What follows belongs to an exercise in optimizing a design on an open flow for small area, a short achievable clock period and few clock cycles; a production flow would make more cautious choices. No activity file was given, so power comes from the tool's default toggle rates.

// jel_cap
module jel_cap (
    input  wire        clk,
    input  wire        rst,           
    input  wire        cmd_valid,
    output wire        cmd_ready,
    input  wire [2:0]  cmd_op,
    input  wire [31:0] cmd_arg,
    input  wire [7:0]  cmd_b,         
    input  wire [31:0] cmd_wb,        
    input  wire [31:0] cmd_hb,        
    input  wire        cmd_ecc,       
    input  wire        cmd_elen,      
    output reg         rsp_valid,
    output wire [7:0]  rsp_code,      
    output wire [31:0] rsp_value
);
    localparam OP_ECCLEN  = 3'd0;
    localparam OP_ECCCEIL = 3'd1;
    localparam OP_CAPECC  = 3'd2;
    localparam OP_RAWCAP  = 3'd3;
    localparam OP_CAP     = 3'd4;
    localparam C_OK       = 6'h00;    
    localparam C_BLOCKLEN = 6'h09;    
    localparam C_OPCODE   = 6'h0B;    
    localparam C_FRAME    = 6'h0C;    
    localparam C_CAPACITY = 6'h11;    
    localparam C_RESOURCE = 6'h29;    
    reg        rdy;           
    reg        s_mul, s_div, s_fin, s_post, s_err;
    reg        first;         
    reg        f_ecclen, f_eccceil, f_capecc, f_raw, f_cap;
    reg        ecc, elen;
    reg        nzero;         
    reg [5:0]  code;
    reg [31:0] acc;           
  ...
clock: 10.0 ns
lec_check: 0
cap_margin: 20
core_margin: 2
core_utilization: 40
slew_margin: 20
standard.sh (not shown) runs the stock make flow with config.mk's settings and CLKGATE_MAP_FILE= SYNTH_SCRIPT=/design/flow/synth_recipe.tcl, a recipe that flattens the netlist after the stock synthesis.
==> flow/flow/run.sh <==
#!/bin/bash
# Layout flow: the standard ORFS flow (standard.sh), with these make
# variables changed (the clock period and the constraints are the standard flow's):
#   ADDER_MAP_FILE=     yosys leaves adders to abc instead of mapping them to
#                       the fa/ha cells (the registers are the same)
#   ABC_AREA=1          abc's area script
#   SETUP_SLACK_MARGIN  repair_timing works on paths until this much slack
#   BUFFER_PORTS_ARGS   the cell that buffers each input and output port
#   CTS_BUF_LIST        the clock tree's buffers
# Each step's full log is in orfs/logs/, make's own output in flow_make.log.
set -uo pipefail
bash standard.sh ADDER_MAP_FILE= ABC_AREA=1 SETUP_SLACK_MARGIN=6 'BUFFER_PORTS_ARGS=-buffer_cell sky130_fd_sc_hd__buf_1' CTS_BUF_LIST=sky130_fd_sc_hd__clkbuf_8 finish > flow_make.log 2>&1
Next try:
--- a/flow/design.v
+++ b/flow/design.v
@@ -15,41 +15,48 @@
     output wire [31:0] rsp_value
 );
     localparam OP_ECCLEN  = 3'd0;
     localparam OP_ECCCEIL = 3'd1;
     localparam OP_CAPECC  = 3'd2;
     localparam OP_RAWCAP  = 3'd3;
     localparam OP_CAP     = 3'd4;
-    localparam C_OK       = 6'h00;    
-    localparam C_BLOCKLEN = 6'h09;    
-    localparam C_OPCODE   = 6'h0B;    
-    localparam C_FRAME    = 6'h0C;    
-    localparam C_CAPACITY = 6'h11;    
-    localparam C_RESOURCE = 6'h29;    
+    localparam C_OK       = 3'd0;     
+    localparam C_BLOCKLEN = 3'd1;     
+    localparam C_OPCODE   = 3'd2;     
+    localparam C_FRAME    = 3'd3;     
+    localparam C_CAPACITY = 3'd4;     
+    localparam C_RESOURCE = 3'd5;     
     reg        rdy;           
     reg        s_mul, s_div, s_fin, s_post, s_err;
     reg        first;         
     reg        f_ecclen, f_eccceil, f_capecc, f_raw, f_cap;
     reg        ecc, elen;
     reg        nzero;         
-    reg [5:0]  code;
+    reg [2:0]  code;
     reg [31:0] acc;           
     reg        ovf;           
     reg [31:0] y;             
     reg        ybig;          
     reg [31:0] h;             
     reg [7:0]  ptr;           
     reg [7:0]  d;             
     reg [7:0]  k;             
     reg [9:0]  k3;            
     reg [7:0]  rem;
     reg [3:0]  dq;            
     assign cmd_ready = rdy;
     assign rsp_value = acc;
-    assign rsp_code  = {1'b0, code, 1'b0};
+    assign rsp_code  = {1'b0,
+                        code == C_RESOURCE,
+                        code == C_CAPACITY,
+                        code == C_BLOCKLEN || code == C_OPCODE || code == C_FRAME || code == C_RESOURCE,
+                        code == C_FRAME,
+                        code == C_OPCODE,
+                        code == C_BLOCKLEN || code == C_OPCODE || code == C_CAPACITY || code == C_RESOURCE,
+                        1'b0};
     wire accept = cmd_valid && rdy;
     function automatic [7:0] top_nib(input [31:0] x);
         reg [3:0] bz, tb, nh;
         integer j;
         begin
             for (j = 0; j < 4; j = j + 1) begin
                 bz[j] = |x[8*j +: 8];
@@ -120,17 +127,17 @@
     wire fin_bad = elen ? ((&acc) && dk_le4) : ((acc == 32'd0) && dk_zero);
     wire [7:0] k_n = f_ecclen ? d + 8'd5 : f_eccceil ? d : d - 8'd5;
     wire d_le4  = (d <= 8'd4);
     wire b_err  = f_ecclen ? (d >= 8'd251 || d == 8'd0) :
                   (f_eccceil | f_capecc) ? d_le4 :
                   f_cap ? (ecc & d_le4) : 1'b0;
     wire op_err = ~(f_ecclen | f_eccceil | f_capecc | f_raw | f_cap);
-    wire [5:0] err_code = op_err ? C_OPCODE :
+    wire [2:0] err_code = op_err ? C_OPCODE :
                           (f_ecclen && d == 8'd0) ? C_FRAME : C_BLOCKLEN;
-    wire is_mulop = cmd_op[2] | (cmd_op[1] & cmd_op[0]);
+    wire is_mulop = (cmd_op == OP_RAWCAP) || (cmd_op == OP_CAP);
     wire [7:0] in_top   = top_nib(cmd_arg);
     wire       in_big   = (cmd_op == OP_ECCLEN) ? (cmd_b > 8'd20) : (cmd_b > 8'd15);
     wire       in_skip  = in_big && (|cmd_arg[31:4]);
     wire [7:0] in_ptr   = in_big ? {1'b0, in_top[7:2], in_top[1] | in_top[0]} : in_top;
     wire [7:0] acc_top  = top_nib(acc);
     wire       acc_big  = (d > 8'd15);
     wire       acc_skip = acc_big && (|acc[31:4]);
@@ -223,15 +230,19 @@
             end
         end
     end
     always @(posedge clk) begin
         first <= accept && !rst;
         k     <= k_n;
         k3    <= {2'b00, k_n} + {1'b0, k_n, 1'b0};
-        acc <= sum[31:0];
+        acc  <= sum[31:0];
+        y    <= {y[29:0], 2'b00};
+        ybig <= ybig | y[31] | y[30];
+        ptr  <= {1'b0, ptr[7:1]};
+        ovf  <= ovf_n;
         rem <= stB[7:0];
         dq  <= {stA[9:8], stB[9:8]};
         if (rdy || s_err || (s_post && ecc && !elen))
             acc <= 32'd0;
         if (s_post && ecc && elen)
             acc <= 32'hFFFF_FFFF;
         if (rdy || s_mul || s_post) begin
@@ -255,25 +266,18 @@
             ybig      <= 1'b0;
             y         <= cmd_wb;
             h         <= is_mulop ? cmd_hb : cmd_arg;
             ptr       <= in_ptr;
             d         <= (cmd_op == OP_ECCLEN) ? cmd_b - 8'd5 : cmd_b;
         end
         if (s_mul) begin
-            ovf  <= ovf_n;
-            ybig <= ybig | y[31] | y[30];
-            y    <= {y[29:0], 2'b00};
             h    <= {2'b00, h[31:2]};
             if (mul_last)
                 y <= elen ? 32'hFFFF_FFFC : 32'd0;    
         end
-        if (s_div) begin
-            ovf  <= ovf_n;
-            ptr  <= {1'b0, ptr[7:1]};
-        end
         if (s_post && ecc) begin
             h    <= acc;
             ptr  <= acc_ptr;
         end
     end
 endmodule
 module r4step (
After rerunning: Sequential cell count fell by 3; cell count fell by 1.2%; global-route usage rose by 0.21 points; worst setup slack gets worse by 12 ps; routed wire length fell by 3.4%; die area fell by 5.1%; design area fell by 3.2%; worst hold slack gets worse by 36 ps; synthesized cell count hardly moves; power fell by 0.66%; non-clock buffer count rose by 8; clock power rose by 8.2%; synthesized area fell by 5.2%.
No run of this note included a check of the RTL's function; only the layout flow was run.

separate check: timing with driven ports:
Ports are ideal in the flow. The routed layouts listed here were re-timed in OpenROAD.
Step 1 sets driving cells, clkbuf_16 on the clock port and buf_2 on the other inputs (assumed; they add their load-dependent delay and slew).
Step 2, shift: input delay + t, output delay - t, t = (earliest + latest rising clock arrival at the registers) / 2. This alone moves slack from input paths to output paths.
Slacks: ideal ports / drivers / drivers and shift; pairs: ideal ports / drivers.
run	t, ns	setup WS [ns]	worst setup path at the end
the first run	0.553	6.147 / 6.166 / 5.622	input to register
the second run	0.548	6.135 / 6.138 / 5.608	input to register
After both steps every run listed still meets setup and hold. The setup slack of the second run, which loses most, moves by +0.003 ns with the drivers and by -0.527 ns with both steps.
